Background: an optimization exercise with open tools, aiming at small area. Do not read the settings as production practice.
Where RTL was checked, it was by simulation tests only, not by an equivalence proof against the original.
The RTL of runs 5 to 7 was laid out without a check of its function.
Power and IR drop assume default switching activity.

==> design.v <==
module mc_spe (
    input  wire        clk,
    input  wire        rst,
    input  wire        tick,
    input  wire [1:0]  cfg_label,
    input  wire        cfg_in4,
    input  wire        cfg_out4,
    input  wire        rx_valid,
    input  wire [7:0]  rx_data,
    output wire        tx_valid,
    output wire [7:0]  tx_data,
    input  wire        tx_fail,
    output wire        drain_req,
    input  wire        drain_done,
    input  wire        drain_ok,
    output wire        rts,
    output wire        dtr,
    output wire        dsr,
    output wire        st_valid,
    output wire [31:0] st_mem,
    output wire [31:0] st_route,
    output wire [3:0]  st_in,
    output wire [3:0]  st_out,
    output wire        st_power,
    input  wire        req_valid,
    input  wire [2:0]  req_len,
    input  wire [31:0] req_chars,
    output wire        req_accept,
    output wire        log_valid,
    output wire [2:0]  log_code,
    output wire        err_write,
    output wire        err_drain,
    output wire        err_qfull,
    output wire        cfg_fault
);
    reg top_q;       
    reg out4_q;
    reg fault_q;
    reg pend_q;      
    wire label_ok = cfg_label[1] ^ cfg_label[0];
    always @(posedge clk) begin
        if (rst) begin
            top_q   <= cfg_label[1];
            out4_q  <= cfg_out4;
            fault_q <= !label_ok;
        end
        pend_q <= rst && !label_ok;
    end
    wire active = !fault_q && !rst;
    reg  [3:0] rx_cnt;
    wire rx_en     = rx_valid && active;
    wire rx_marker = (rx_data == {6'b011000, top_q, !top_q});
    wire install   = rx_en && rx_marker && (rx_cnt == 4'd13);
    wire rx_wr     = rx_en && !rx_marker;
    always @(posedge clk) begin
        if (rst)
            rx_cnt <= 4'd15;
        else if (rx_en) begin
            if (rx_marker)
                rx_cnt <= 4'd0;
            else if (rx_cnt != 4'd15)
                rx_cnt <= rx_cnt + 4'd1;
        end
    end
    wire       rx_hi0 = (rx_data[7:4] == 4'd0);
    wire [7:0] rx_pn  = (rx_hi0 && rx_data[3:0] == 4'd8) ? 8'd4 :
                        (rx_hi0 && rx_data[3:0] == 4'd4) ? 8'd3 : rx_data;
    wire [7:0] rx_pnm = out4_q ? rx_pn : 8'd0;
    reg [7:0] sh_mem0, sh_mem1, sh_mem2, sh_mem3;
    reg [7:0] sh_rte0, sh_rte1, sh_rte2, sh_rte3;
    reg [7:0] sh_flags;
    reg       sh_power;
    always @(posedge clk) begin
        if (rx_wr) begin
            case (rx_cnt)
                4'd0: sh_mem0  <= rx_pn;
                4'd1: sh_mem1  <= rx_pn;
                4'd2: sh_mem2  <= rx_pnm;
                4'd3: sh_mem3  <= rx_pnm;
                4'd4: sh_rte0  <= rx_pn;
                4'd5: sh_rte1  <= rx_pn;
                4'd6: sh_rte2  <= rx_pnm;
                4'd7: sh_rte3  <= rx_pnm;
                4'd8: sh_flags <= {rx_data[7:4], out4_q ? rx_data[3:0] : 4'd0};
                4'd9: sh_power <= (rx_data != 8'd0);
                default: ;
            endcase
        end
    end
    reg        st_valid_q;
    reg [31:0] st_mem_q, st_route_q;
    reg [3:0]  st_in_q, st_out_q;
    reg        st_power_q;
    always @(posedge clk) begin
        if (rst) begin
            st_valid_q <= 1'b0;
            st_mem_q   <= 32'd0;
            st_route_q <= 32'd0;
            st_in_q    <= 4'd0;
            st_out_q   <= 4'd0;
            st_power_q <= 1'b0;
        end else if (install) begin
            st_valid_q <= 1'b1;
            st_mem_q   <= {sh_mem3, sh_mem2, sh_mem1, sh_mem0};
            st_route_q <= {sh_rte3, sh_rte2, sh_rte1, sh_rte0};
            st_in_q    <= {sh_flags[4], sh_flags[5], sh_flags[6], sh_flags[7]};
            st_out_q   <= {sh_flags[0], sh_flags[1], sh_flags[2], sh_flags[3]};
            st_power_q <= sh_power;
        end
    end
    assign st_valid = st_valid_q;
    assign st_mem   = st_mem_q;
    assign st_route = st_route_q;
    assign st_in    = st_in_q;
    assign st_out   = st_out_q;
    assign st_power = st_power_q;
    reg  [15:0] q_ent [0:3];
    reg  [1:0]  q_head;
    reg  [2:0]  q_count;
    wire q_full    = q_count[2];
    wire len_ok    = !(req_len[2] && (req_len[1] || req_len[0]));
    wire req_legal = req_valid && active && len_ok;
    wire push      = req_legal && !q_full;
    wire qfull_err = req_legal && q_full;
    assign req_accept = push;
    wire [3:0] in_len = {req_len[2],
                         req_len[2] || (req_len[1] && req_len[0]),
                         req_len[2] || req_len[1],
                         req_len != 3'd0};
    wire [15:0] new_ent;
    wire [3:0]  new_nz;
    genvar j;
    generate
        for (j = 0; j < 4; j = j + 1) begin : g_enc
            wire [7:0] c = req_chars[8*j +: 8];
            wire dig = in_len[j] && (c[7:4] == 4'h3) && (c[3:0] != 4'd0) &&
                       !(c[3] && (c[2] || c[1]));
            assign new_ent[4*j +: 4] = dig ? c[3:0] : 4'd0;
            assign new_nz[j] = dig;
        end
    endgenerate
    wire [1:0] q_tail = q_head + q_count[1:0];
    always @(posedge clk) begin
        if (push)
            q_ent[q_tail] <= new_ent;
    end
    wire [3:0] s_nz [0:3];
    wire [3:0] s_has;
    genvar s;
    generate
        for (s = 0; s < 4; s = s + 1) begin : g_slot
            for (j = 0; j < 4; j = j + 1) begin : g_nz
                assign s_nz[s][j] = (q_ent[s][4*j +: 4] != 4'd0);
            end
            assign s_has[s] = (s_nz[s] != 4'd0);
        end
    endgenerate
    wire new_has = (new_nz != 4'd0);
    wire [3:0] v_has;
    genvar k;
    generate
        for (k = 0; k < 4; k = k + 1) begin : g_view
            wire [1:0] slot = q_head + k;
            assign v_has[k] = (k < q_count) ? s_has[slot] :
                              (k == q_count) ? (push && new_has) : 1'b0;
        end
    endgenerate
    wire [1:0] pick    = v_has[0] ? 2'd0 : v_has[1] ? 2'd1 : v_has[2] ? 2'd2 : 2'd3;
    wire       pick_ok = (v_has != 4'd0);
    wire [2:0]  v_count  = q_count + {2'd0, push};
    reg         busy;
    reg         load;
    reg  [5:0]  pre;
    reg  [3:0]  ph;
    reg  [1:0]  idx;
    reg  [15:0] cur;
    reg         dd_q, dok_q;
    reg         err_write_q, err_drain_q, err_qfull_q;
    reg         log_valid_q;
    reg  [1:0]  log_c;
    wire seq_tick = tick && active;
    wire pre_end  = (pre == 6'd49);
    wire waiting  = (ph == 4'd15);
    wire drain_seen = dd_q || drain_done;
    wire drain_good = drain_done ? drain_ok : dok_q;
    wire step_end = seq_tick && busy && waiting && drain_seen;
    wire advance  = seq_tick && (!busy || (waiting && drain_seen));
    wire cont  = step_end && (cur[15:4] != 12'd0);
    wire take  = advance && !cont;
    wire shift = cont || (busy && !load && (cur[3:0] == 4'd0));
    always @(posedge clk) begin
        if (rst) begin
            q_head  <= 2'd0;
            q_count <= 3'd0;
        end else if (take) begin
            q_head  <= q_head + pick + 2'd1;
            q_count <= pick_ok ? v_count - {1'b0, pick} - 3'd1 : 3'd0;
        end else begin
            q_count <= v_count;
        end
    end
    wire [1:0] q_prev = q_head - 2'd1;
    wire emit = seq_tick && busy && pre_end;
    assign tx_valid  = emit && ph[3] && (ph[2] ? (ph[1:0] == 2'd0) : (ph[1:0] != 2'd0));
    assign drain_req = emit && (ph == 4'd14);
    wire [4:0] cmd = {1'b0, idx, 2'b00} + {1'b0, cur[3:0]} - 5'd1;
    assign tx_data = (ph[1:0] == 2'd1) ? {3'b000, cmd} :
                     (ph[1:0] == 2'd2) ? {3'b111, ~cmd} :
                     (ph[1:0] == 2'd3) ? 8'hD5 : 8'h7B;
    always @(posedge clk) begin
        if (rst)
            busy <= 1'b0;
        else if (advance)
            busy <= cont || pick_ok;
        load <= take && pick_ok;
        if (advance) begin
            pre <= 6'd0;
            ph  <= 4'd0;
        end else if (seq_tick && busy && !waiting) begin
            if (pre_end) begin
                pre <= 6'd0;
                ph  <= ph + 4'd1;
            end else begin
                pre <= pre + 6'd1;
            end
        end
        if (load) begin
            cur <= q_ent[q_prev];
            idx <= 2'd0;
        end else if (shift) begin
            cur <= {4'd0, cur[15:4]};
            idx <= idx + 2'd1;
        end
        dd_q <= !drain_req && (drain_done || dd_q);
        if (drain_done)
            dok_q <= drain_ok;
    end
    wire write_err = tx_valid && tx_fail;
    wire drain_err = step_end && !drain_good;
    always @(posedge clk) begin
        if (rst) begin
            err_write_q <= 1'b0;
            err_drain_q <= 1'b0;
            err_qfull_q <= 1'b0;
            log_valid_q <= 1'b0;
        end else begin
            if (write_err) err_write_q <= 1'b1;
            if (drain_err) err_drain_q <= 1'b1;
            if (qfull_err) err_qfull_q <= 1'b1;
            log_valid_q <= pend_q || write_err || drain_err || qfull_err;
        end
        log_c <= {drain_err || (qfull_err && !write_err),
                  write_err || (qfull_err && !drain_err)};
    end
    assign rts       = 1'b0;
    assign dtr       = !fault_q;
    assign dsr       = !fault_q;
    assign log_valid = log_valid_q;
    assign log_code  = {!(log_c[1] || log_c[0]), log_c};
    assign err_write = err_write_q;
    assign err_drain = err_drain_q;
    assign err_qfull = err_qfull_q;
    assign cfg_fault = fault_q;
endmodule
==> flow/run.sh <==
#!/bin/bash
# The standard layout (standard synthesis unchanged), with the port buffers
# made from the smallest buffer cell instead of the one the resizer picks.
set -euo pipefail
bash standard.sh \
  "BUFFER_PORTS_ARGS=-buffer_cell sky130_fd_sc_hd__buf_1" \
  finish > standard_flow.log 2>&1
==> standard.sh <==
#!/bin/bash
# synth_recipe.tcl (not shown) runs the flow's synth.tcl, then flattens the netlist and writes it again
# the make line also repeats each setting of config.mk as NAME=value (left out here)
make -C /OpenROAD-flow-scripts/flow DESIGN_CONFIG=/design/flow/config.mk WORK_HOME=/design/flow/orfs CLKGATE_MAP_FILE= SYNTH_SCRIPT=/design/flow/synth_recipe.tcl "${@:-finish}"
==> config.mk <==
export PLATFORM = sky130hd
export DESIGN_NAME = mc_spe
export DESIGN_NICKNAME = mc_spe
export VERILOG_FILES = /design/flow/design.v
export SDC_FILE = /design/flow/constraint.sdc
export NUM_CORES = 4
export LEC_CHECK = 0
export CAP_MARGIN = 20
export CORE_MARGIN = 2
export CORE_UTILIZATION = 60
export CTS_BUF_LIST = sky130_fd_sc_hd__clkbuf_8
export CTS_CLUSTER_DIAMETER = 50
export CTS_CLUSTER_SIZE = 12
export PLACE_DENSITY = 0.7
export SLEW_MARGIN = 20
==> constraint.sdc <==
create_clock -name core_clock -period 10.0 [get_ports {clk}]
set_input_delay 2.0000 -clock core_clock [delete_from_list [all_inputs] [get_ports {clk}]]
set_output_delay 2.0000 -clock core_clock [all_outputs]
set_load 0.01 [all_outputs]
==> impl_metrics.py, run 1 <==
metrics = {
    "clock_network": {
        "worstSkewPairLatency_ns": 0.56,
        "clockBufferDepth": 3,
        "cts_root_buf": "clkbuf_8",
        "cts_resized": 0,
        "clock-sinks": 262,
        "cts_post_setup_buffers_inserted": 0,
        "htreeDepth": 1,
        "hold_buffers": 0,
        "cts_tree": "done",
        "cts_buffers": 28,
        "path_clk_slew_ns": 0.07,
    },
    "final_layout": {
        "layout.nets": 1098,
        "antenna_cells": 0,
        "area_growth_pct": 11.61,
        "layout-drive-gt1-share_pct": 9.606,
        "finalInstanceArea_um2": 11810,
    },
    "grt": {
        "grt.total_usage_pct": 23.23,
        "first_global_vias": 6490,
        "grt-ovfl-total": 0,
        "grt_max_degree": 97,
        "antenna_found_initial": 1,
        "grt_pass1_wl_mm": 33.86,
    },
    "synth": {
        "ys_seq_area_share_pct": 64.31,
        "synth_area_per_cell_um2": 12.08,
        "yosys_warnings": 1,
        "syn-num-nets": 955,
        "async_flop_share_pct": 0,
        "synth_common_cells": "nand2_1 (171), edfxtp_1 (156), dfxtp_1 (106)",
        "synth_top_area_share_pct": 44.26,
        "synth.area.top_cells": "edfxtp_1 (44%), dfxtp_1 (20%), nand2_1 (6.1%), a21oi_1 (4.2%), mux4_2 (3.4%)",
        "synth_edf_count": 156,
        "ys_types": 64,
        "synth_top_area_cell": "edfxtp_1",
        "post-synth-top-count-cell": "nand2_1",
        "syn_area_um2": 10580,
        "synthCells": 876,
        "synth_seq_cells": 262,
        "synth_flop_cell": "edfxtp_1",
    },
    "placed_design": {
        "numPortBuffers": 148,
        "dpl.hpwl_mm": 14.75,
        "gp_congestion": 0.8491,
        "dpl-instance-area_um2": 11290,
    },
    "timing": {
        "tns_ns": 0,
        "fin_crit_ns": 5.988,
        "setup_violations": 0,
        "fmax_mhz": 167.0,
        "worstMarginPinSlew_ns": 1.046,
        "slew_headroom_pct": 30.19,
        "fin_crit_sh_pct": 59.88,
        "skew_ns": 0.02456,
        "finalMaxSlewViolations": 0,
        "rsz0062_at_grt": "false",
        "final-hold-violation-count": 0,
    },
    "floorplanning": {
        "num_rows": 48,
        "die_y_um": 136.8,
        "fp.dieArea_um2": 18720,
        "pin_count": 151,
        "initial_core_util_pct": 61.19,
        "dieWidth_um": 136.8,
        "core-area_um2": 17300,
    },
    "pwr": {
        "p_per_area_nw_per_um2": 164.6,
        "p_leak_nw": 4.012,
        "ir_drop_uv": 191.1,
    },
    "worst_setup_path": {
        "path_max_fanout": 96,
        "crit_type": "in2out",
        "crit_required_ns": 8.00,
        "crit_family": "simple AND/OR/NAND/NOR gates",
        "slowest_delay_ns": 0.51,
        "startpoint_type": "input pin",
        "arrival_ns": 3.99,
        "timing.critical_path.buf_inv": 4,
        "end_kind": "primary output",
        "worstPathCellList": "buf_2, buf_4, or3b_1, or3_2, inv_1, buf_1",
        "crit_path_top_delay_cell": "or3b_1",
    },
    "worst_hold_path": {
        "min_path_type": "reg2reg",
    },
    "drt": {
        "firstDrtPassIters": 5,
        "postRouteAntennaNets": 0,
        "wl_mm": 21.79,
        "drc": 0,
        "drt-wirelength-per-cell_um": 17.21,
        "vias": 7058,
        "drt_iter0_drc": 443,
        "vias_per_cell": 5.575,
    },
    "flow_run": {
        "drv_cap": 0,
    },
    "outcome": {
        "status": "no timing/DRC/antenna violations",
    },
}
-- routing by layer --
metal	part of all wire, %	global-route usage [%]
met1	45	34.09
met2	45	35.89
met3	7.2	4.556
met4	1.8	6.128
met5	0.037	0
-- worst min-delay path, delay by kind of cell (launching register included) --
kind / cells / cell delay, ns
DFF: 1 / 0.31
buffers and inverters: 1 / 0.05
AOI/OAI and AO/OA: 1 / 0.05
-- metrics by stage --
| stage | setup WS, ns | power (mW) | hold WS [ns] | cells | utilization [%] |
|---|---|---|---|---|---|
| 5_1_grt | 3.924 | 2.020 | 0.4700 | 1266 | 68.29 |
| 3_3_place_gp | 4.054 | 1.303 | 0.4333 | 1214 | 65.25 |
| 3_5_place_dp | 4.039 | 1.308 | 0.4444 | 1214 | 65.25 |
| 4_1_cts | 4.028 | 1.961 | 0.4542 | 1266 | 68.29 |
| 6_report | 4.012 | 1.944 | 0.4510 | 1266 | 68.29 |
| 2_1_floorplan | 5.033 | 1.271 | 0.4441 | 876 | - |
-- cells by family after synthesis --
kind of cell	count (synthesis)	synth area share, %
buffers and inverters	68	2.932
other	1	0.03543
AO/OA/AOI/OAI	124	6.845
AND/OR/NAND/NOR	345	16.14
flip-flops	262	64.31
multiplexers	34	5.273
adder cells (fa/ha/maj)	24	2.979
XOR/XNOR	18	1.490
-- flip-flops by register name (all words and copies together), names as in the netlist, 2 cells and up --
register    flops
st_in_q         4
q_count         3
ph              4
cur            16
sh_mem0         8
sh_rte1         8
sh_mem2         8
st_mem_q       32
idx             2
st_route_q     32
sh_mem1         8
st_out_q        4
pre             6
sh_rte2         8
q_ent          64
rx_cnt          4
log_c           2
sh_flags        8
q_head          2
sh_rte3         8
sh_mem3         8
sh_rte0         8
-- where the power goes --
| part | internal, mW | leakage [nW] | switching [mW] |
|---|---|---|---|
| Combinational | 0.0498 | 1.37 | 0.0699 |
| Sequential | 1.15 | 2.32 | 0.0119 |
| Clock | 0.295 | 0.331 | 0.366 |
-- worst paths after layout --
path	startpoint	to	slack, ns	cells after the start
hold / removal	err_drain_q$_SDFFE_PP0P_	err_drain_q$_SDFFE_PP0P_	0.45	2
setup / recovery	rst	req_accept	4.01	6
setup reg to reg	q_head[1]$_SDFFE_PP0P_	q_count[2]$_SDFF_PP0_	6.44	11
hold reg to reg	err_drain_q$_SDFFE_PP0P_	err_drain_q$_SDFFE_PP0P_	0.45	2
-- layout by cell type, fill, tap and decap left out, types with 6 or more instances in the layout --
cell,instances
a21oi_1,89
and2_1,36
and2_2,7
buf_1,147
buf_4,9
clkbuf_8,28
dfxtp_1,106
edfxtp_1,156
ha_1,22
inv_1,39
mux2_2,14
mux4_2,16
nand2_1,171
nand3_1,12
nand4_1,6
nor2_1,36
nor4_1,25
o21ai_0,8
xnor2_1,13
-- cell type report --
type	count	area, um^2
timing repair buffer	157	624.3
fill	1350	5484
multi-input combinational	546	3483
clock buffer	28	385.4
sequential	262	6807
inverter	24	90.09
clock inverter	24	141.4
tap	225	281.5
==> run 2: changes to the inputs <==
--- a/config.mk
+++ b/config.mk
@@ -10,6 +10,6 @@
 export CORE_UTILIZATION = 60
 export CTS_BUF_LIST = sky130_fd_sc_hd__clkbuf_8
-export CTS_CLUSTER_DIAMETER = 50
-export CTS_CLUSTER_SIZE = 12
+export CTS_CLUSTER_DIAMETER = 60
+export CTS_CLUSTER_SIZE = 16
 export PLACE_DENSITY = 0.7
 export SLEW_MARGIN = 20
==> impl_metrics.py, run 2 <==
metrics = {
    "placed_design": {
        "dp.cells": 1214,
        "dpl.hpwl_mm": 14.75,
        "numPortBuffers": 148,
        "gp_congestion": 0.8491,
    },
    "synth": {
        "syn_area_um2": 10580,
        "post-synth-top-count-cell": "nand2_1",
        "ys_seq_area_share_pct": 64.31,
        "synth_common_cells": "nand2_1 (171), edfxtp_1 (156), dfxtp_1 (106)",
        "async_flop_share_pct": 0,
        "ys_types": 64,
        "synth_top_area_share_pct": 44.26,
        "synth_area_per_cell_um2": 12.08,
        "synth_flop_cell": "edfxtp_1",
        "syn-num-nets": 955,
        "synth.area.top_cells": "edfxtp_1 (44%), dfxtp_1 (20%), nand2_1 (6.1%), a21oi_1 (4.2%), mux4_2 (3.4%)",
        "yosys_warnings": 1,
        "synth_top_area_cell": "edfxtp_1",
        "synth_edf_count": 156,
        "synth_seq_cells": 262,
        "synthCells": 876,
    },
    "clock_network": {
        "worstSkewPairLatency_ns": 0.53,
        "cts_resized": 0,
        "clockBufferDepth": 3,
        "htreeDepth": 1,
        "cts_buffers": 21,
        "path_clk_slew_ns": 0.09,
        "cts_post_setup_buffers_inserted": 0,
        "cts_tree": "done",
        "cts_root_buf": "clkbuf_8",
        "clock-sinks": 262,
        "hold_buffers": 0,
    },
    "final_layout": {
        "layout-drive-gt1-share_pct": 8.763,
        "reg.largest.list": "q_ent (64), st_mem_q (32), st_route_q (32)",
        "largest_reg_flops": 64,
        "area_growth_pct": 10.26,
        "layout.nets": 1091,
        "antenna_cells": 0,
        "instances_no_fill": 1252,
        "final_cell_mix": "nand2_1 (171), edfxtp_1 (156), buf_1 (147), dfxtp_1 (106), a21oi_1 (89)",
        "max_flop_register": "q_ent",
        "nFillCells": 1351,
        "layout_commonest_cell": "nand2_1",
    },
    "timing": {
        "rsz0062_at_grt": "false",
        "finalMaxSlewViolations": 0,
        "skew_ns": 0.02496,
        "slew_headroom_pct": 31.28,
        "whs_ns": 0.4548,
        "setup_violations": 0,
        "fmax_mhz": 167.7,
        "final-hold-violation-count": 0,
        "worstMarginPinSlew_ns": 1.029,
        "fin_crit_sh_pct": 59.62,
        "tns_ns": 0,
        "fin_crit_ns": 5.962,
    },
    "drt": {
        "drt_iter0_drc": 491,
        "vias": 6995,
        "firstDrtPassIters": 5,
        "drc": 0,
        "postRouteAntennaNets": 0,
        "wl_mm": 21.58,
        "vias_per_cell": 5.587,
        "drt-wirelength-per-cell_um": 17.23,
    },
    "pwr": {
        "combPwrFrac_pct": 6.5,
        "clock_power_share_pct": 29.9,
        "internal_power_mw": 1.413,
        "pwr-share-seq_pct": 63.5,
        "p_leak_nw": 3.914,
        "p_per_area_nw_per_um2": 156.9,
        "switching_share_pct": 22.86,
        "total_power_mw": 1.831,
        "ir_drop_uv": 130.5,
        "p_sw_mw": 0.4187,
    },
    "worst_setup_path": {
        "path_max_fanout": 96,
        "end_kind": "primary output",
        "crit_required_ns": 8.00,
        "startpoint_type": "input pin",
        "arrival_ns": 3.96,
        "crit_type": "in2out",
    },
    "grt": {
        "antenna_found_initial": 1,
        "grt_pass1_wl_mm": 33.59,
        "first_global_vias": 6390,
        "grt.total_usage_pct": 23.06,
        "grt_max_degree": 97,
        "grt-ovfl-total": 0,
    },
    "floorplanning": {
        "dieWidth_um": 136.8,
        "fp.dieArea_um2": 18720,
        "initial_core_util_pct": 61.19,
        "num_rows": 48,
        "core-area_um2": 17300,
        "pin_count": 151,
        "die_y_um": 136.8,
    },
    "worst_hold_path": {
        "min_path_type": "reg2reg",
    },
    "flow_run": {
        "drv_cap": 0,
    },
    "outcome": {
        "status": "no timing/DRC/antenna violations",
    },
}
[run 2: cell count changes in the layout (fill, tap and decap cells not counted), sizes merged]
cell and change:
clkinv -1, clkbuf -6, bufinv -1, clkinvlp +1
inv -7
[run 2: final timing paths]
path | end | startpoint | cells past startpoint | slack [ns]
hold / removal | err_drain_q$_SDFFE_PP0P_ | err_drain_q$_SDFFE_PP0P_ | 2 | 0.45
setup / recovery | req_accept | rst | 6 | 4.04
hold reg to reg | err_drain_q$_SDFFE_PP0P_ | err_drain_q$_SDFFE_PP0P_ | 2 | 0.45
setup reg to reg | q_count[2]$_SDFF_PP0_ | q_head[1]$_SDFFE_PP0P_ | 11 | 6.43
[run 2: cell families (layout without fill, tap and decap cells)]
logic type,Yosys count,count (layout),share of synthesized area [%]
flip-flops,262,262,64.31
other,1,1,0.03543
AO/OA/AOI/OAI,124,124,6.845
multiplexers,34,34,5.273
buffers and inverters,68,219,2.932
XOR/XNOR,18,18,1.490
AND/OR/NAND/NOR,345,345,16.14
adder cells (fa/ha/maj),24,24,2.979
[run 2: per-layer routing]
layer | vias up | part of all wire [%] | global-route usage [%]
met5 | - | 0.037 | 0
met4 | 2 | 1.4 | 5.956
met3 | 24 | 6.9 | 4.370
met2 | 224 | 46 | 35.67
met1 | 3354 | 46 | 33.96
li1 | 3391 | - | -
[run 2: layout make-up]
class,instances,area [um^2],area share [%]
Sequential cell,262,6807,58.33
Multi-Input combinational cell,546,3483,29.85
Timing Repair Buffer,157,624.3,5.350
Clock buffer,22,302.8,2.595
Tap cell,225,281.5,2.412
Inverter,24,90.09,0.7720
Clock inverter,16,81.33,0.6969
[run 2: stage by stage]
stage | instance area (um^2) | utilization (%) | setup slack (ns)
2_1_floorplan | 10580 | - | 5.033
3_3_place_gp | 11290 | 65.25 | 4.054
3_5_place_dp | 11290 | 65.25 | 4.039
4_1_cts | 11670 | 67.47 | 4.027
5_1_grt | 11670 | 67.47 | 3.924
6_report | 11670 | 67.47 | 4.038
[run 2: worst max-delay path: stages]
cell    delay [ns]
buf_2         0.09
buf_4         0.38
or3b_1        0.51
or3_2         0.50
inv_1         0.27
buf_1         0.19
[run 2: power by group through the flow]
stage	clock network [mW]	logic (mW)	registers [mW]
floorplan	0	0.0878	1.18
global placement	0	0.116	1.19
detailed placement	0	0.120	1.19
CTS	0.564	0.121	1.16
global route	0.603	0.137	1.17
finish	0.548	0.120	1.16
==> run 3: changes to the inputs <==
--- a/config.mk
+++ b/config.mk
@@ -9,7 +9,7 @@
 export CORE_MARGIN = 2
 export CORE_UTILIZATION = 60
-export CTS_BUF_LIST = sky130_fd_sc_hd__clkbuf_8
-export CTS_CLUSTER_DIAMETER = 60
-export CTS_CLUSTER_SIZE = 16
+export CTS_BUF_LIST = sky130_fd_sc_hd__clkbuf_16
+export CTS_CLUSTER_DIAMETER = 70
+export CTS_CLUSTER_SIZE = 22
 export PLACE_DENSITY = 0.7
 export SLEW_MARGIN = 20
==> impl_metrics.py, run 3 <==
metrics = {
    "synth": {
        "synth_top_area_cell": "edfxtp_1",
        "synth_common_cells": "nand2_1 (171), edfxtp_1 (156), dfxtp_1 (106)",
        "ys_seq_area_share_pct": 64.31,
        "yosys_warnings": 1,
        "synth.area.top_cells": "edfxtp_1 (44%), dfxtp_1 (20%), nand2_1 (6.1%), a21oi_1 (4.2%), mux4_2 (3.4%)",
        "synth_top_area_share_pct": 44.26,
        "synthCells": 876,
        "synth_edf_count": 156,
        "async_flop_share_pct": 0,
        "ys_types": 64,
        "post-synth-top-count-cell": "nand2_1",
        "syn-num-nets": 955,
        "synth_seq_cells": 262,
        "synth_area_per_cell_um2": 12.08,
        "syn_area_um2": 10580,
        "synth_flop_cell": "edfxtp_1",
    },
    "placed_design": {
        "numPortBuffers": 148,
        "dpl-instance-area_um2": 11290,
        "gp_congestion": 0.8491,
        "pre_cts_ws_ns": 4.039,
        "dpl.hpwl_mm": 14.75,
        "dp.cells": 1214,
    },
    "final_layout": {
        "layout_commonest_cell": "nand2_1",
        "max_flop_register": "q_ent",
        "multiInputGateArea_um2": 3483,
        "area_growth_pct": 11.63,
        "layout-drive-gt1-share_pct": 8.358,
        "largest_reg_flops": 64,
        "nFillCells": 1340,
        "layout.nets": 1086,
        "reg.largest.list": "q_ent (64), st_mem_q (32), st_route_q (32)",
        "ff_latch_area_um2": 6807,
        "instances_no_fill": 1242,
        "antenna_cells": 0,
        "finalInstanceArea_um2": 11820,
        "final_core_util_pct": 68.31,
        "final_cell_mix": "nand2_1 (171), edfxtp_1 (156), buf_1 (147), dfxtp_1 (106), a21oi_1 (89)",
    },
    "drt": {
        "vias": 6998,
        "drc": 0,
        "vias_per_cell": 5.634,
        "wl_mm": 21.82,
        "firstDrtPassIters": 4,
        "postRouteAntennaNets": 0,
        "drt-wirelength-per-cell_um": 17.57,
        "drt_iter0_drc": 469,
    },
    "timing": {
        "setup_slack_ns": 4.031,
        "skew_ns": 0.01651,
        "rsz0062_at_grt": "false",
        "tns_ns": 0,
        "fin_crit_sh_pct": 59.69,
        "fin_crit_ns": 5.969,
        "slew_headroom_pct": 31.19,
        "setup_violations": 0,
        "finalMaxSlewViolations": 0,
        "final-hold-violation-count": 0,
        "worstMarginPinSlew_ns": 1.031,
        "fmax_mhz": 167.5,
    },
    "worst_setup_path": {
        "r2r_slack_ns": 6.44,
        "path_max_fanout": 96,
        "worstPathCellList": "buf_2, buf_4, or3b_1, or3_2, inv_1, buf_1",
        "arrival_ns": 3.97,
        "crit_family": "simple AND/OR/NAND/NOR gates",
        "startpoint_type": "input pin",
        "crit_required_ns": 8.00,
        "crit_path_top_delay_cell": "or3b_1",
        "slowest_delay_ns": 0.51,
        "timing.critical_path.buf_inv": 4,
        "end_kind": "primary output",
        "crit_type": "in2out",
    },
    "clock_network": {
        "clock-sinks": 262,
        "cts_tree": "done",
        "htreeDepth": 1,
        "worstSkewPairLatency_ns": 0.50,
        "cts_buffers": 16,
        "cts_root_buf": "clkbuf_16",
        "cts_resized": 0,
        "clockBufferDepth": 3,
        "path_clk_slew_ns": 0.08,
        "hold_buffers": 0,
        "cts_post_setup_buffers_inserted": 0,
    },
    "grt": {
        "grt_pass1_wl_mm": 34.14,
        "grt-ovfl-total": 0,
        "grt_max_degree": 97,
        "grt.total_usage_pct": 23.48,
        "first_global_vias": 6430,
        "antenna_found_initial": 1,
    },
    "pwr": {
        "p_per_area_nw_per_um2": 167.5,
        "ir_drop_uv": 123.1,
        "p_leak_nw": 3.966,
    },
    "flow_run": {
        "drv_cap": 0,
    },
    "floorplanning": {
        "num_rows": 48,
        "fp.dieArea_um2": 18720,
        "dieWidth_um": 136.8,
        "initial_core_util_pct": 61.19,
        "die_y_um": 136.8,
        "core-area_um2": 17300,
        "pin_count": 151,
    },
    "worst_hold_path": {
        "min_path_type": "reg2reg",
    },
    "outcome": {
        "status": "no timing/DRC/antenna violations",
    },
}
-- run 3: layer usage --
layer | track usage, % | routed length (um) | vias up
met5 | 0 | 8 | -
met4 | 4.582 | 334 | 2
met3 | 4.556 | 1463 | 29
met2 | 36.83 | 10020 | 238
met1 | 34.71 | 9994 | 3350
li1 | - | - | 3379
-- run 3: final timing paths --
kind,startpoint,endpoint,depth (start not counted)
worst max-delay path,rst,req_accept,6
worst min-delay path,err_drain_q$_SDFFE_PP0P_,err_drain_q$_SDFFE_PP0P_,2
worst max register to register,q_head[1]$_SDFFE_PP0P_,q_count[2]$_SDFF_PP0_,11
worst min register to register,err_drain_q$_SDFFE_PP0P_,err_drain_q$_SDFFE_PP0P_,2
-- run 3: cells by family (layout without fill, tap and decap cells) --
| family | after synthesis | count (layout) | synth area share (%) |
|---|---|---|---|
| simple gates | 345 | 345 | 16.14 |
| flops | 262 | 262 | 64.31 |
| compound gates | 124 | 124 | 6.845 |
| buf+inv | 68 | 209 | 2.932 |
| mux | 34 | 34 | 5.273 |
| fa+ha+maj | 24 | 24 | 2.979 |
| xor+xnor | 18 | 18 | 1.490 |
| other cells | 1 | 1 | 0.03543 |
-- run 3: area by class of cell --
| class | count | share of cell area [%] |
|---|---|---|
| flip-flops and latches | 262 | 57.61 |
| multi-input cells | 546 | 29.48 |
| repair buffers | 157 | 5.284 |
| clock buffers | 18 | 3.812 |
| well taps | 225 | 2.383 |
| inverters | 24 | 0.7625 |
| clock inverters | 10 | 0.6672 |
-- run 3: report_power, final --
part           total, mW  leakage, nW  switching (mW)  internal (mW)
clock network      0.696        0.285           0.341          0.354
registers           1.16         2.32          0.0119           1.15
logic              0.120         1.37          0.0702         0.0498
-- run 3: worst reg2reg max path, delay by kind of cell (launching register included) --
family                   cells  cell delay (ns)
AO/OA/AOI/OAI                5             0.74
adder cells (fa/ha/maj)      2             0.60
buffers and inverters        2             0.55
flip-flops                   1             1.00
AND/OR/NAND/NOR              2             0.58
-- run 3: metrics by stage --
| stage | total power, mW | hold WS [ns] |
|---|---|---|
| global placement | 1.303 | 0.4333 |
| global route | 2.053 | 0.4758 |
| CTS | 1.993 | 0.4559 |
| finish | 1.979 | 0.4527 |
| detailed placement | 1.308 | 0.4444 |
| floorplan | 1.271 | 0.4441 |
==> run 4: changes to the inputs <==
--- a/config.mk
+++ b/config.mk
@@ -10,6 +10,6 @@
 export CORE_UTILIZATION = 60
 export CTS_BUF_LIST = sky130_fd_sc_hd__clkbuf_16
-export CTS_CLUSTER_DIAMETER = 70
-export CTS_CLUSTER_SIZE = 22
+export CTS_CLUSTER_DIAMETER = 100
+export CTS_CLUSTER_SIZE = 30
 export PLACE_DENSITY = 0.7
 export SLEW_MARGIN = 20
==> impl_metrics.py, run 4 <==
metrics = {
    "outcome": {
        "status": "no timing/DRC/antenna violations",
    },
    "final_layout": {
        "finalInstanceArea_um2": 11640,
        "max_flop_register": "q_ent",
        "area_growth_pct": 10.00,
        "layout_commonest_cell": "nand2_1",
        "layout.nets": 1082,
        "instances_no_fill": 1234,
        "antenna_cells": 0,
        "largest_reg_flops": 64,
        "layout-drive-gt1-share_pct": 7.730,
        "final_cell_mix": "nand2_1 (171), edfxtp_1 (156), buf_1 (147), dfxtp_1 (106), a21oi_1 (89)",
        "reg.largest.list": "q_ent (64), st_mem_q (32), st_route_q (32)",
    },
    "clock_network": {
        "cts_resized": 0,
        "clockBufferDepth": 3,
        "cts_tree": "done",
        "cts_post_setup_buffers_inserted": 0,
        "cts_buffers": 12,
        "cts_root_buf": "clkbuf_16",
        "hold_buffers": 0,
        "path_clk_slew_ns": 0.11,
        "worstSkewPairLatency_ns": 0.48,
        "clock-sinks": 262,
        "htreeDepth": 1,
    },
    "timing": {
        "fmax_mhz": 167.7,
        "tns_ns": 0,
        "fin_crit_ns": 5.964,
        "setup_slack_ns": 4.036,
        "fin_crit_sh_pct": 59.64,
        "finalMaxSlewViolations": 0,
        "skew_ns": 0.02063,
        "rsz0062_at_grt": "false",
        "worstMarginPinSlew_ns": 1.032,
        "setup_violations": 0,
        "final-hold-violation-count": 0,
        "slew_headroom_pct": 31.11,
    },
    "grt": {
        "first_global_vias": 6369,
        "grt_pass1_wl_mm": 33.39,
        "grt_max_degree": 97,
        "antenna_found_initial": 1,
        "grt-ovfl-total": 0,
        "grt.total_usage_pct": 22.88,
    },
    "synth": {
        "syn_area_um2": 10580,
        "synth_edf_count": 156,
        "async_flop_share_pct": 0,
        "post-synth-top-count-cell": "nand2_1",
        "ys_seq_area_share_pct": 64.31,
        "syn-num-nets": 955,
        "synth_common_cells": "nand2_1 (171), edfxtp_1 (156), dfxtp_1 (106)",
        "synth_flop_cell": "edfxtp_1",
        "ys_types": 64,
        "synth_top_area_cell": "edfxtp_1",
        "synth.area.top_cells": "edfxtp_1 (44%), dfxtp_1 (20%), nand2_1 (6.1%), a21oi_1 (4.2%), mux4_2 (3.4%)",
        "synth_seq_cells": 262,
        "synth_area_per_cell_um2": 12.08,
        "synth_top_area_share_pct": 44.26,
        "yosys_warnings": 1,
        "synthCells": 876,
    },
    "drt": {
        "vias_per_cell": 5.688,
        "vias": 7019,
        "firstDrtPassIters": 5,
        "drt-wirelength-per-cell_um": 17.39,
        "drc": 0,
        "drt_iter0_drc": 465,
        "wl_mm": 21.46,
        "postRouteAntennaNets": 0,
    },
    "floorplanning": {
        "die_y_um": 136.8,
        "dieWidth_um": 136.8,
        "num_rows": 48,
        "core-area_um2": 17300,
        "pin_count": 151,
        "fp.dieArea_um2": 18720,
        "initial_core_util_pct": 61.19,
    },
    "pwr": {
        "p_per_area_nw_per_um2": 157.8,
        "total_power_mw": 1.837,
        "ir_drop_uv": 109.4,
        "p_leak_nw": 3.878,
    },
    "placed_design": {
        "numPortBuffers": 148,
        "dpl.hpwl_mm": 14.75,
        "dpl-instance-area_um2": 11290,
        "pre_cts_ws_ns": 4.039,
        "dp.cells": 1214,
        "gp_congestion": 0.8491,
    },
    "worst_setup_path": {
        "worstPathCellList": "buf_2, buf_4, or3b_1, or3_2, inv_1, buf_1",
        "end_kind": "primary output",
        "crit_required_ns": 8.00,
        "timing.critical_path.buf_inv": 4,
        "crit_family": "simple AND/OR/NAND/NOR gates",
        "startpoint_type": "input pin",
        "crit_type": "in2out",
        "slowest_delay_ns": 0.51,
        "crit_path_top_delay_cell": "or3b_1",
        "path_max_fanout": 96,
        "arrival_ns": 3.96,
    },
    "worst_hold_path": {
        "min_path_type": "reg2reg",
    },
    "flow_run": {
        "drv_cap": 0,
    },
}
==> run 4: cell counts after synthesis <==
Identical to the previous run, type by type.
==> run 4: final timing paths <==
path | start | end | slack, ns | cells after the start
worst max-delay path | rst | req_accept | 4.04 | 6
worst min-delay path | st_mem_q[28]$_SDFFE_PP0P_ | st_mem_q[28]$_SDFFE_PP0P_ | 0.46 | 2
worst max register to register | q_head[1]$_SDFFE_PP0P_ | q_count[2]$_SDFF_PP0_ | 6.44 | 11
worst min register to register | st_mem_q[28]$_SDFFE_PP0P_ | st_mem_q[28]$_SDFFE_PP0P_ | 0.46 | 2
==> run 4: tightest hold or removal path: cells and delay by family (launching register included) <==
kind	cells	cell delay (ns)
flops	1	0.32
simple gates	1	0.05
compound gates	1	0.05
==> run 4: where the power goes <==
group | leakage, nW | switching [mW] | total [mW] | internal (mW)
Clock | 0.197 | 0.313 | 0.553 | 0.240
Sequential | 2.32 | 0.0119 | 1.16 | 1.15
Combinational | 1.37 | 0.0700 | 0.120 | 0.0498
==> run 4: cells by family after synthesis <==
family                     count (synthesis)  share of synthesized area [%]
AOI/OAI and AO/OA                        124                          6.845
xor gates and xnor gates                  18                          1.490
buffers and inverters                     68                          2.932
muxes                                     34                          5.273
and+or+nand+nor                          345                          16.14
adders and majority gates                 24                          2.979
other                                      1                        0.03543
DFF                                      262                          64.31
==> run 4: final cells by class <==
type	count	area, um^2
sequential	262	6807
fill	1353	5654
multi-input combinational	546	3483
timing repair buffer	157	624.3
clock buffer	13	325.3
tap	225	281.5
inverter	24	90.09
clock inverter	7	31.28
==> run 4: stage by stage <==
| stage | util, % | hold WS [ns] |
|---|---|---|
| after global routing | 67.31 | 0.4801 |
| after floorplan | - | 0.4441 |
| after global placement | 65.25 | 0.4333 |
| after CTS | 67.31 | 0.4601 |
| final | 67.31 | 0.4590 |
| after detailed placement | 65.25 | 0.4444 |
==> run 4: metal layers <==
metal  vias up  wire, um  part of all wire (%)  global-route usage, %
met4         2       353                   1.6                  4.868
met2       242      9821                    46                  35.53
met3        33      1457                   6.8                  4.185
met1      3379      9822                    46                  34.13
met5         -         8                 0.037                      0
li1       3363         -                     -                      -
==> run 5: changes to the inputs <==
--- a/design.v
+++ b/design.v
@@ -168,7 +168,11 @@
     wire [1:0] pick    = v_has[0] ? 2'd0 : v_has[1] ? 2'd1 : v_has[2] ? 2'd2 : 2'd3;
     wire       pick_ok = (v_has != 4'd0);
+    wire       pick_st = ({1'b0, pick} < q_count);
+    wire [1:0] pick_slot = q_head + pick;
+    wire [15:0] pick_ent = pick_st ? q_ent[pick_slot] : new_ent;
+    wire [3:0]  pick_nz  = pick_st ? s_nz[pick_slot]  : new_nz;
+    wire [1:0]  pick_idx = pick_nz[0] ? 2'd0 : pick_nz[1] ? 2'd1 : pick_nz[2] ? 2'd2 : 2'd3;
     wire [2:0]  v_count  = q_count + {2'd0, push};
     reg         busy;
-    reg         load;
     reg  [5:0]  pre;
     reg  [3:0]  ph;
@@ -186,23 +190,31 @@
     wire step_end = seq_tick && busy && waiting && drain_seen;
     wire advance  = seq_tick && (!busy || (waiting && drain_seen));
-    wire cont  = step_end && (cur[15:4] != 12'd0);
-    wire take  = advance && !cont;
-    wire shift = cont || (busy && !load && (cur[3:0] == 4'd0));
+    wire [3:0] cur_nz;
+    wire [3:0] rem;
+    generate
+        for (j = 0; j < 4; j = j + 1) begin : g_cur
+            assign cur_nz[j] = (cur[4*j +: 4] != 4'd0);
+            assign rem[j]    = cur_nz[j] && (j > idx);
+        end
+    endgenerate
+    wire       cont     = (rem != 4'd0);
+    wire [1:0] cur_next = rem[1] ? 2'd1 : rem[2] ? 2'd2 : 2'd3;
+    wire       take     = advance && !(step_end && cont);
+    wire       start    = advance && ((step_end && cont) || pick_ok);
+    wire [2:0] pop_n = take ? (pick_ok ? {1'b0, pick} + 3'd1 : v_count) : 3'd0;
     always @(posedge clk) begin
         if (rst) begin
             q_head  <= 2'd0;
             q_count <= 3'd0;
-        end else if (take) begin
-            q_head  <= q_head + pick + 2'd1;
-            q_count <= pick_ok ? v_count - {1'b0, pick} - 3'd1 : 3'd0;
         end else begin
-            q_count <= v_count;
-        end
-    end
-    wire [1:0] q_prev = q_head - 2'd1;
+            q_head  <= q_head + pop_n[1:0];
+            q_count <= v_count - pop_n;
+        end
+    end
     wire emit = seq_tick && busy && pre_end;
     assign tx_valid  = emit && ph[3] && (ph[2] ? (ph[1:0] == 2'd0) : (ph[1:0] != 2'd0));
     assign drain_req = emit && (ph == 4'd14);
-    wire [4:0] cmd = {1'b0, idx, 2'b00} + {1'b0, cur[3:0]} - 5'd1;
+    wire [3:0] dgt = cur[4*idx +: 4];
+    wire [4:0] cmd = {1'b0, idx, 2'b00} + {1'b0, dgt} - 5'd1;
     assign tx_data = (ph[1:0] == 2'd1) ? {3'b000, cmd} :
                      (ph[1:0] == 2'd2) ? {3'b111, ~cmd} :
@@ -212,6 +224,5 @@
             busy <= 1'b0;
         else if (advance)
-            busy <= cont || pick_ok;
-        load <= take && pick_ok;
+            busy <= start;
         if (advance) begin
             pre <= 6'd0;
@@ -225,10 +236,9 @@
             end
         end
-        if (load) begin
-            cur <= q_ent[q_prev];
-            idx <= 2'd0;
-        end else if (shift) begin
-            cur <= {4'd0, cur[15:4]};
-            idx <= idx + 2'd1;
+        if (advance && step_end && cont)
+            idx <= cur_next;
+        else if (take && pick_ok) begin
+            idx <= pick_idx;
+            cur <= pick_ent;
         end
         dd_q <= !drain_req && (drain_done || dd_q);
==> run.sh (new file) <==
#!/bin/bash
# synth_recipe.tcl (not shown) runs the flow's synth.tcl, then flattens the netlist and writes it again
# the make line also repeats each setting of config.mk as NAME=value (left out here)
make -C /OpenROAD-flow-scripts/flow DESIGN_CONFIG=/design/flow/config.mk WORK_HOME=/design/flow/orfs CLKGATE_MAP_FILE= SYNTH_SCRIPT=/design/flow/synth_recipe.tcl finish
==> config.mk (replaced) <==
export PLATFORM = sky130hd
export DESIGN_NAME = mc_spe
export DESIGN_NICKNAME = mc_spe
export VERILOG_FILES = /design/flow/design.v
export SDC_FILE = /design/flow/constraint.sdc
export NUM_CORES = 4
export LEC_CHECK = 0
export ABC_AREA = 1
export CAP_MARGIN = 20
export CORE_MARGIN = 2
export CORE_UTILIZATION = 40
export PLACE_DENSITY = 0.6
export SLEW_MARGIN = 20
removed: flow/run.sh
removed: standard.sh
==> impl_metrics.py, run 5 <==
metrics = {
    "floorplanning": {
        "pin_count": 151,
        "fp.dieArea_um2": 29960,
        "core-area_um2": 27930,
        "dieWidth_um": 173.1,
        "die_y_um": 173.1,
        "num_rows": 61,
        "initial_core_util_pct": 40.94,
    },
    "flow_run": {
        "drv_cap": 0,
    },
    "drt": {
        "drt_iter0_drc": 616,
        "wl_mm": 26.30,
        "vias": 8434,
        "drt-wirelength-per-cell_um": 15.11,
        "postRouteAntennaNets": 0,
        "firstDrtPassIters": 5,
        "vias_per_cell": 4.844,
        "drc": 0,
    },
    "pwr": {
        "p_per_area_nw_per_um2": 274.7,
        "p_leak_nw": 5.398,
        "ir_drop_uv": 222.8,
    },
    "final_layout": {
        "antenna_cells": 0,
        "max_flop_register": "q_ent",
        "layout-drive-gt1-share_pct": 7.557,
        "finalInstanceArea_um2": 14200,
        "layout.nets": 1425,
        "ff_latch_area_um2": 6807,
        "nFillCells": 2566,
        "reg.largest.list": "q_ent (64), st_mem_q (32), st_route_q (32)",
        "layout_commonest_cell": "inv_1",
        "area_growth_pct": 24.19,
        "largest_reg_flops": 64,
        "multiInputGateArea_um2": 3687,
        "final_cell_mix": "inv_1 (193), nand2_1 (182), edfxtp_1 (158), clkdlybuf4s50_1 (148), nor2_1 (118)",
    },
    "worst_setup_path": {
        "crit_start": "rst",
        "startpoint_type": "input pin",
        "arrival_ns": 4.38,
        "end_kind": "primary output",
        "r2r_start": "q_ent[1][8]$_DFFE_PP_",
        "rr_worst_depth": 17,
        "crit_required_ns": 8.00,
        "path_max_fanout": 13,
        "crit_type": "in2out",
    },
    "grt": {
        "grt_pass1_wl_mm": 42.06,
        "antenna_found_initial": 0,
        "first_global_vias": 7911,
        "grt.total_usage_pct": 17.31,
        "grt-ovfl-total": 0,
        "grt_max_degree": 83,
    },
    "timing": {
        "tns_ns": 0,
        "slew_headroom_pct": 34.90,
        "final-hold-violation-count": 0,
        "skew_ns": 0.01692,
        "fin_crit_sh_pct": 63.78,
        "fin_crit_ns": 6.378,
        "setup_violations": 0,
        "rsz0062_at_grt": "false",
        "worstMarginPinSlew_ns": 0.9754,
        "finalMaxSlewViolations": 0,
        "fmax_mhz": 156.8,
    },
    "worst_hold_path": {
        "min_path_type": "reg2reg",
        "hp-start": "st_mem_q[21]$_SDFFE_PP0P_",
        "hold_depth": 2,
    },
    "clock_network": {
        "htreeDepth": 1,
        "cts_post_setup_buffers_inserted": 0,
        "cts_buffers": 28,
        "cts_resized": 0,
        "path_clk_slew_ns": 0.06,
        "worstSkewPairLatency_ns": 0.56,
        "clock-sinks": 261,
        "hold_buffers": 0,
        "cts_tree": "done",
        "clockBufferDepth": 3,
        "cts_root_buf": "clkbuf_16",
    },
    "synth": {
        "syn-num-nets": 1283,
        "synth_area_per_cell_um2": 9.523,
        "synth_common_cells": "inv_1 (193), nand2_1 (182), edfxtp_1 (158)",
        "synth.area.top_cells": "edfxtp_1 (41%), dfxtp_1 (18%), inv_1 (6.3%), nand2_1 (6.0%), a21oi_1 (4.1%)",
        "yosys_warnings": 1,
        "synth_top_area_share_pct": 41.48,
        "synthCells": 1201,
        "synth_seq_cells": 261,
        "synth_edf_count": 158,
        "synth_flop_cell": "edfxtp_1",
        "ys_types": 49,
        "async_flop_share_pct": 0,
        "synth_top_area_cell": "edfxtp_1",
        "ys_seq_area_share_pct": 59.51,
        "post-synth-top-count-cell": "inv_1",
        "syn_area_um2": 11440,
    },
    "placed_design": {
        "dpl.hpwl_mm": 18.89,
        "dpl-instance-area_um2": 13250,
        "gp_congestion": 0.8424,
        "numPortBuffers": 148,
    },
    "outcome": {
        "status": "no timing/DRC/antenna violations",
    },
}
-- run 5: changes by cell type after synthesis, sizes merged, moves of 19 or more --
cell   previous run  this run
inv              23       197
nor2             37       130
and2             43         0
nor4             25         4
nand2           171       190
nand3            12        50
o21ai             8       114
-- run 5: cell type report --
class	count	share of cell area, %
repair buffers	158	11.10
clock inverters	14	1.224
clock buffers	36	5.215
flip-flops and latches	261	47.92
multi-input cells	696	25.96
well taps	378	3.330
inverters	198	5.250
-- run 5: cell families (layout without fill, tap and decap cells) --
kind of cell	after synthesis	in the layout	synth area share (%)
simple gates	411	411	15.46
flops	261	261	59.51
compound gates	245	245	12.50
buf+inv	244	406	8.467
fa+ha+maj	27	27	3.085
xor+xnor	11	11	0.8424
other cells	1	1	0.03279
mux	1	1	0.09845
-- run 5: through the flow --
| stage | hold slack, ns | utilization [%] | setup slack, ns | cells | power, mW |
|---|---|---|---|---|---|
| finish | 0.4433 | 50.85 | 3.622 | 1741 | 3.901 |
| global route | 0.4583 | 50.85 | 3.399 | 1741 | 4.158 |
| CTS | 0.4457 | 50.71 | 3.523 | 1740 | 3.889 |
| detailed placement | 0.4364 | 47.44 | 3.089 | 1690 | 2.860 |
| global placement | 0.4332 | 47.41 | 3.131 | 1690 | 2.837 |
| floorplan | 0.4439 | - | 4.875 | 1201 | 2.480 |
-- run 5: metal layers --
layer	track usage, %	routed length, um
met5	0	0
met1	23.81	12220
met3	3.386	1577
met2	28.45	12070
met4	3.708	438
-- run 5: worst paths after layout --
kind                                                   to  slack, ns
worst max-delay path                             tx_valid       3.62
worst min register to register  st_mem_q[21]$_SDFFE_PP0P_       0.44
worst max register to register           cur[9]$_DFFE_PP_       5.68
worst min-delay path            st_mem_q[21]$_SDFFE_PP0P_       0.44
-- run 5: critical path, cell delays in order --
cell and delay, ns:
clkdlybuf4s50_1 0.40, buf_4 0.20, nor2_4 0.15, nand2_1 0.11
nor2_1 0.14, inv_1 0.10, nor4_1 0.20, inv_1 0.12
a211oi_1 0.34, clkdlybuf4s50_1 0.61
-- run 5: power by group --
group / leakage (nW) / switching, mW / total, mW / internal (mW)
Clock: 0.446 / 0.420 / 1.02 / 0.602
Combinational: 2.65 / 1.04 / 1.59 / 0.547
Sequential: 2.30 / 0.0358 / 1.29 / 1.25
Total: 5.40 / 1.50 / 3.90 / 2.40
==> run 6: changes to the inputs <==
--- a/config.mk
+++ b/config.mk
@@ -9,5 +9,5 @@
 export CAP_MARGIN = 20
 export CORE_MARGIN = 2
-export CORE_UTILIZATION = 40
-export PLACE_DENSITY = 0.6
+export CORE_UTILIZATION = 70
+export PLACE_DENSITY = 0.8
 export SLEW_MARGIN = 20
==> impl_metrics.py, run 6 <==
metrics = {
    "timing": {
        "whs_ns": 0.4482,
        "fin_crit_sh_pct": 66.07,
        "setup_violations": 0,
        "tns_ns": 0,
        "fmax_mhz": 151.4,
        "worstMarginPinSlew_ns": 1.058,
        "slew_headroom_pct": 29.44,
        "fin_crit_ns": 6.607,
        "finalMaxSlewViolations": 0,
        "setup_slack_ns": 3.393,
        "skew_ns": 0.01720,
        "final-hold-violation-count": 0,
        "rsz0062_at_grt": "false",
    },
    "drt": {
        "drt_iter0_drc": 1141,
        "postRouteAntennaNets": 0,
        "wl_mm": 29.59,
        "firstDrtPassIters": 5,
        "vias": 9269,
        "vias_per_cell": 5.885,
        "drt-wirelength-per-cell_um": 18.79,
        "drc": 0,
    },
    "clock_network": {
        "hold_buffers": 0,
        "worstSkewPairLatency_ns": 0.52,
        "cts_resized": 0,
        "cts_tree": "done",
        "cts_buffers": 26,
        "path_clk_slew_ns": 0.06,
        "cts_root_buf": "clkbuf_16",
        "cts_post_setup_buffers_inserted": 0,
        "htreeDepth": 1,
        "clockBufferDepth": 3,
        "clock-sinks": 261,
    },
    "synth": {
        "syn-num-nets": 1283,
        "synth.area.top_cells": "edfxtp_1 (41%), dfxtp_1 (18%), inv_1 (6.3%), nand2_1 (6.0%), a21oi_1 (4.1%)",
        "ys_seq_area_share_pct": 59.51,
        "synth_top_area_share_pct": 41.48,
        "synth_edf_count": 158,
        "yosys_warnings": 1,
        "async_flop_share_pct": 0,
        "synth_top_area_cell": "edfxtp_1",
        "post-synth-top-count-cell": "inv_1",
        "synth_area_per_cell_um2": 9.523,
        "synth_seq_cells": 261,
        "syn_area_um2": 11440,
        "synth_flop_cell": "edfxtp_1",
        "synthCells": 1201,
        "synth_common_cells": "inv_1 (193), nand2_1 (182), edfxtp_1 (158)",
        "ys_types": 49,
    },
    "floorplanning": {
        "num_rows": 46,
        "dieWidth_um": 131.8,
        "initial_core_util_pct": 71.74,
        "core-area_um2": 15940,
        "pin_count": 151,
        "die_y_um": 131.8,
        "fp.dieArea_um2": 17380,
    },
    "placed_design": {
        "dpl.hpwl_mm": 18.18,
        "dpl-instance-area_um2": 13030,
        "dp.cells": 1527,
        "numPortBuffers": 148,
        "gp_congestion": 0.9066,
        "pre_cts_ws_ns": 3.249,
    },
    "final_layout": {
        "largest_reg_flops": 64,
        "area_growth_pct": 21.63,
        "antenna_cells": 0,
        "layout-drive-gt1-share_pct": 7.285,
        "max_flop_register": "q_ent",
        "final_cell_mix": "inv_1 (193), nand2_1 (182), edfxtp_1 (158), clkdlybuf4s50_1 (148), nor2_1 (118)",
        "reg.largest.list": "q_ent (64), st_mem_q (32), st_route_q (32)",
        "layout_commonest_cell": "inv_1",
        "nFillCells": 829,
        "layout.nets": 1422,
        "instances_no_fill": 1575,
        "finalInstanceArea_um2": 13910,
    },
    "worst_setup_path": {
        "rr_worst_depth": 14,
        "path_max_fanout": 13,
        "crit_required_ns": 8.00,
        "arrival_ns": 4.61,
        "startpoint_type": "input pin",
        "crit_path_top_delay_cell": "clkdlybuf4s50_1",
        "timing.critical_path.buf_inv": 4,
        "slowest_delay_ns": 0.73,
        "end_kind": "primary output",
        "worstPathCellList": "clkdlybuf4s50_1, nor2_4, nand2_1, nor2_1, inv_1, nor4_1, inv_1, a211oi_1, clkdlybuf4s50_1",
        "crit_family": "buffers and inverters",
        "crit_type": "in2out",
        "cp.depth": 9,
    },
    "outcome": {
        "status": "no timing/DRC/antenna violations",
    },
    "grt": {
        "grt-ovfl-total": 0,
        "grt.total_usage_pct": 33.57,
        "first_global_vias": 8886,
        "grt_pass1_wl_mm": 46.46,
        "grt_max_degree": 120,
        "antenna_found_initial": 0,
    },
    "pwr": {
        "p_leak_nw": 5.360,
        "p_per_area_nw_per_um2": 276.3,
        "ir_drop_uv": 350.8,
    },
    "worst_hold_path": {
        "min_path_type": "reg2reg",
        "hold_depth": 2,
    },
    "flow_run": {
        "drv_cap": 0,
    },
}
[run 6: cell counts after synthesis]
No cell type changed its count.
[run 6: kinds of logic after synthesis]
group,Yosys count,synth area share (%)
other,1,0.03279
multiplexers,1,0.09845
AND/OR/NAND/NOR,411,15.46
adder cells (fa/ha/maj),27,3.085
flip-flops,261,59.51
buffers and inverters,244,8.467
XOR/XNOR,11,0.8424
AO/OA/AOI/OAI,245,12.50
[run 6: final timing paths]
kind,from,to,slack [ns]
hold reg to reg,st_route_q[2]$_SDFFE_PP0P_,st_route_q[2]$_SDFFE_PP0P_,0.45
setup / recovery,rst,tx_valid,3.39
hold / removal,st_route_q[2]$_SDFFE_PP0P_,st_route_q[2]$_SDFFE_PP0P_,0.45
setup reg to reg,q_ent[1][8]$_DFFE_PP_,cur[9]$_DFFE_PP_,5.38
[run 6: layout make-up]
type	instances	area, um^2	area share, %
Clock inverter	7	70.07	0.5037
Sequential cell	261	6807	48.93
Tap cell	216	270.3	1.943
Inverter	198	743.2	5.343
Timing Repair Buffer	157	1548	11.13
Clock buffer	40	785.8	5.649
Multi-Input combinational cell	696	3687	26.51
[run 6: worst register-to-register path: cells and delay by family (launching register included)]
| kind | cells | cell delay (ns) |
|---|---|---|
| AND/OR/NAND/NOR | 8 | 1.00 |
| AO/OA/AOI/OAI | 3 | 1.42 |
| flip-flops | 1 | 0.40 |
| adder cells (fa/ha/maj) | 1 | 0.75 |
| buffers and inverters | 2 | 0.74 |
[run 6: stage by stage]
stage | power [mW] | utilization [%]
6_report | 3.844 | 87.25
2_1_floorplan | 2.480 | -
5_1_grt | 4.069 | 87.25
3_3_place_gp | 2.776 | 81.66
4_1_cts | 3.800 | 87.12
3_5_place_dp | 2.820 | 81.75
[run 6: power breakdown]
| part | internal [mW] | total [mW] | leakage [nW] | switching (mW) |
|---|---|---|---|---|
| Clock | 0.568 | 0.970 | 0.423 | 0.402 |
| Sequential | 1.25 | 1.29 | 2.30 | 0.0375 |
| Combinational | 0.523 | 1.58 | 2.63 | 1.06 |
| Total | 2.34 | 3.84 | 5.36 | 1.50 |
[run 6: routing by layer]
metal  global-route usage [%]  up-vias  share of wire, %  wire, um
met3                    6.536       94               9.0      2655
met5                        0        -                 0         0
met1                    44.62     4368                39     11430
met4                    12.68        0               3.7      1084
met2                    55.41      534                49     14420
li1                         -     4273                 -         -
==> run 7: changes to the inputs <==
--- a/config.mk
+++ b/config.mk
@@ -9,5 +9,6 @@
 export CAP_MARGIN = 20
 export CORE_MARGIN = 2
-export CORE_UTILIZATION = 70
-export PLACE_DENSITY = 0.8
+export CORE_UTILIZATION = 60
+export CTS_BUF_LIST = sky130_fd_sc_hd__clkbuf_2 sky130_fd_sc_hd__clkbuf_4
+export PLACE_DENSITY = 0.7
 export SLEW_MARGIN = 20
==> impl_metrics.py, run 7 <==
metrics = {
    "drt": {
        "drt-wirelength-per-cell_um": 15.17,
        "wl_met3_mm": 1.912,
        "dr_wl_met2_mm": 11.46,
        "postRouteAntennaNets": 0,
        "vias_per_cell": 5.258,
        "drt_iter0_drc": 695,
        "drc": 0,
        "firstDrtPassIters": 7,
        "drt-met1-wl_mm": 11.60,
        "routed.top_layer": "met4",
        "wl_mm": 25.36,
        "vias": 8791,
    },
    "floorplanning": {
        "core-area_um2": 18710,
        "num_rows": 50,
        "pin_count": 151,
        "dieWidth_um": 142.1,
        "initial_core_util_pct": 61.14,
        "fp.dieArea_um2": 20180,
        "die_y_um": 142.1,
    },
    "synth": {
        "synth_edf_count": 158,
        "synth_top_area_share_pct": 41.48,
        "synth_top_area_cell": "edfxtp_1",
        "synth_flop_cell": "edfxtp_1",
        "syn_area_um2": 11440,
        "synthCells": 1201,
        "syn-num-nets": 1283,
        "synth_common_cells": "inv_1 (193), nand2_1 (182), edfxtp_1 (158)",
        "synth_seq_cells": 261,
        "ys_seq_area_share_pct": 59.51,
        "muxShareOfSynthArea_pct": 0.09846,
        "synth_top_family_by_area": "simple AND/OR/NAND/NOR gates",
        "yosys_warnings": 1,
        "synth-adder-area-share_pct": 3.085,
        "synth.area.top_cells": "edfxtp_1 (41%), dfxtp_1 (18%), inv_1 (6.3%), nand2_1 (6.0%), a21oi_1 (4.1%)",
        "synth_xor_area_share_pct": 0.8424,
        "async_flop_share_pct": 0,
        "synth_area_per_cell_um2": 9.523,
        "synth_compound_area_share_pct": 12.50,
        "post-synth-top-count-cell": "inv_1",
        "synthSimpleGateAreaFrac_pct": 15.46,
        "ys_types": 49,
    },
    "final_layout": {
        "layout-drive-gt1-share_pct": 11.76,
        "layout.nets": 1465,
        "finalInstanceArea_um2": 13990,
        "area_growth_pct": 22.33,
        "max_flop_register": "q_ent",
        "layout_commonest_cell": "inv_1",
        "final_cell_mix": "inv_1 (193), nand2_1 (182), edfxtp_1 (158), clkdlybuf4s50_1 (148), nor2_1 (118)",
        "reg.largest.list": "q_ent (64), st_mem_q (32), st_route_q (32)",
        "final_core_util_pct": 74.80,
        "largest_reg_flops": 64,
    },
    "worst_setup_path": {
        "r2r_slack_ns": 5.28,
        "arrival_ns": 4.50,
        "rr_worst_depth": 14,
        "r2r-end": "cur[9]$_DFFE_PP_",
        "crit_required_ns": 8.00,
        "startpoint_type": "input pin",
        "crit_start": "rst",
        "end_kind": "primary output",
        "r2r_start": "q_ent[0][9]$_DFFE_PP_",
        "path_max_fanout": 13,
        "crit_type": "in2out",
    },
    "clock_network": {
        "htreeDepth": 3,
        "cts_resized": 0,
        "cts_buffers": 68,
        "path_clk_slew_ns": 0.06,
        "clock-sinks": 261,
        "hold_buffers": 0,
        "worstSkewPairLatency_ns": 0.67,
        "cts_post_setup_buffers_inserted": 0,
        "clockBufferDepth": 3,
        "cts_tree": "done",
        "cts_root_buf": "clkbuf_4",
    },
    "grt": {
        "grt_max_degree": 83,
        "grt_pass1_wl_mm": 39.99,
        "first_global_vias": 8169,
        "grt.total_usage_pct": 25.39,
        "grt-ovfl-total": 0,
        "antenna_found_initial": 1,
    },
    "pwr": {
        "pwr-share-seq_pct": 33.9,
        "switching_share_pct": 39.75,
        "combPwrFrac_pct": 41.6,
        "ir_drop_uv": 212.7,
        "clock_power_share_pct": 24.6,
        "total_power_mw": 3.798,
        "internal_power_mw": 2.288,
        "p_leak_nw": 5.481,
        "p_sw_mw": 1.510,
        "p_per_area_nw_per_um2": 271.5,
    },
    "timing": {
        "setup_violations": 0,
        "tns_ns": 0,
        "fin_crit_sh_pct": 64.97,
        "finalMaxSlewViolations": 0,
        "setup_slack_ns": 3.503,
        "rsz0062_at_grt": "false",
        "final-hold-violation-count": 0,
        "worstMarginPinSlew_ns": 1.069,
        "skew_ns": 0.03677,
        "slew_headroom_pct": 28.74,
        "fin_crit_ns": 6.497,
        "fmax_mhz": 153.9,
    },
    "flow_run": {
        "drv_cap": 0,
    },
    "worst_hold_path": {
        "hp-start": "st_mem_q[10]$_SDFFE_PP0P_",
        "hold_depth": 2,
        "min_path_type": "reg2reg",
        "hold_path_end": "st_mem_q[10]$_SDFFE_PP0P_",
    },
    "placed_design": {
        "gp_congestion": 0.8980,
        "dpl-instance-area_um2": 13080,
        "numPortBuffers": 148,
        "pre_cts_ws_ns": 3.065,
        "dpl.hpwl_mm": 17.54,
    },
    "outcome": {
        "status": "no timing/DRC/antenna violations",
    },
}
run 7: power groups by stage:
stage | registers [mW] | clock network (mW) | logic, mW
2_1_floorplan | 1.29 | 0 | 1.19
3_3_place_gp | 1.31 | 0 | 1.50
3_5_place_dp | 1.31 | 0 | 1.55
4_1_cts | 1.29 | 0.957 | 1.56
5_1_grt | 1.29 | 1.01 | 1.75
6_report | 1.29 | 0.933 | 1.58
run 7: worst max path at each step:
stage	to	slack (ns)	depth (start not counted)
final	tx_valid	3.50	9
after global routing	tx_valid	3.20	9
after CTS	tx_valid	3.45	9
after detailed placement	cur[9]$_DFFE_PP_	3.07	13
after global placement	cur[9]$_DFFE_PP_	3.22	13
after floorplan	tx_valid	4.87	8
run 7: critical path, stage by stage:
cell	delay (ns)
clkdlybuf4s50_1	0.70
nor2_4	0.25
nand2_1	0.10
nor2_1	0.14
inv_1	0.10
nor4_1	0.21
inv_1	0.11
a211oi_1	0.29
clkdlybuf4s50_1	0.60
run 7: final cells by class:
class,count,area [um^2]
fill,1398,4715
clock inverter,24,156.4
sequential,261,6807
timing repair buffer,158,1556
multi-input combinational,696,3682
clock buffer,100,750.7
inverter,198,743.2
antenna,1,2.502
tap,234,292.8
run 7: cells by family (layout without fill, tap and decap cells):
| kind of cell | after synthesis | count (layout) |
|---|---|---|
| simple gates | 411 | 411 |
| flops | 261 | 261 |
| compound gates | 245 | 245 |
| buf+inv | 244 | 480 |
| fa+ha+maj | 27 | 27 |
| xor+xnor | 11 | 11 |
| other cells | 1 | 2 |
| mux | 1 | 1 |
run 7: metal layers:
layer,up-vias,track usage [%]
li1,4398,-
met1,4033,35.68
met2,319,38.83
met3,41,6.595
met4,0,8.368
met5,-,0
run 7: metrics by stage:
stage	std cells	hold WS, ns
6_report	1672	0.4424
3_3_place_gp	1547	0.4318
3_5_place_dp	1547	0.4354
5_1_grt	1672	0.4586
4_1_cts	1671	0.4449
2_1_floorplan	1201	0.4439

port drivers added, routing unchanged:
Ports are ideal in the flow. The routed layouts listed here were re-timed in OpenROAD.
Step 1 (the two cells are an assumption about what drives the block):
set clk [get_ports {clk}]
set_driving_cell -lib_cell sky130_fd_sc_hd__clkbuf_16 $clk
set_driving_cell -lib_cell sky130_fd_sc_hd__buf_2 [delete_from_list [all_inputs] $clk]
Step 2, shift: input delay + t, output delay - t, t = (earliest + latest rising clock arrival at the registers) / 2. This alone moves slack from input paths to output paths.
Three values: ideal, step 1, step 2; two values: the first two.
run	t (ns)	setup WS [ns]	slew at the worst register clock pin (ns)
run 1	0.593	4.012 / 3.992 / 3.992	0.08 / 0.08
run 2	0.566	4.038 / 4.018 / 4.018	0.10 / 0.10
run 3	0.533	4.031 / 4.011 / 4.011	0.09 / 0.09
run 4	0.508	4.036 / 4.016 / 4.016	0.12 / 0.12
run 5	0.595	3.622 / 3.594 / 3.384	0.06 / 0.06
run 6	0.561	3.393 / 3.357 / 3.056	0.07 / 0.07
run 7	0.690	3.503 / 3.478 / 2.998	0.07 / 0.07
After both steps setup and hold are still met in every run listed. For run 7, which loses most, drivers alone change the setup slack by -0.025 ns; drivers and shift together by -0.505 ns.
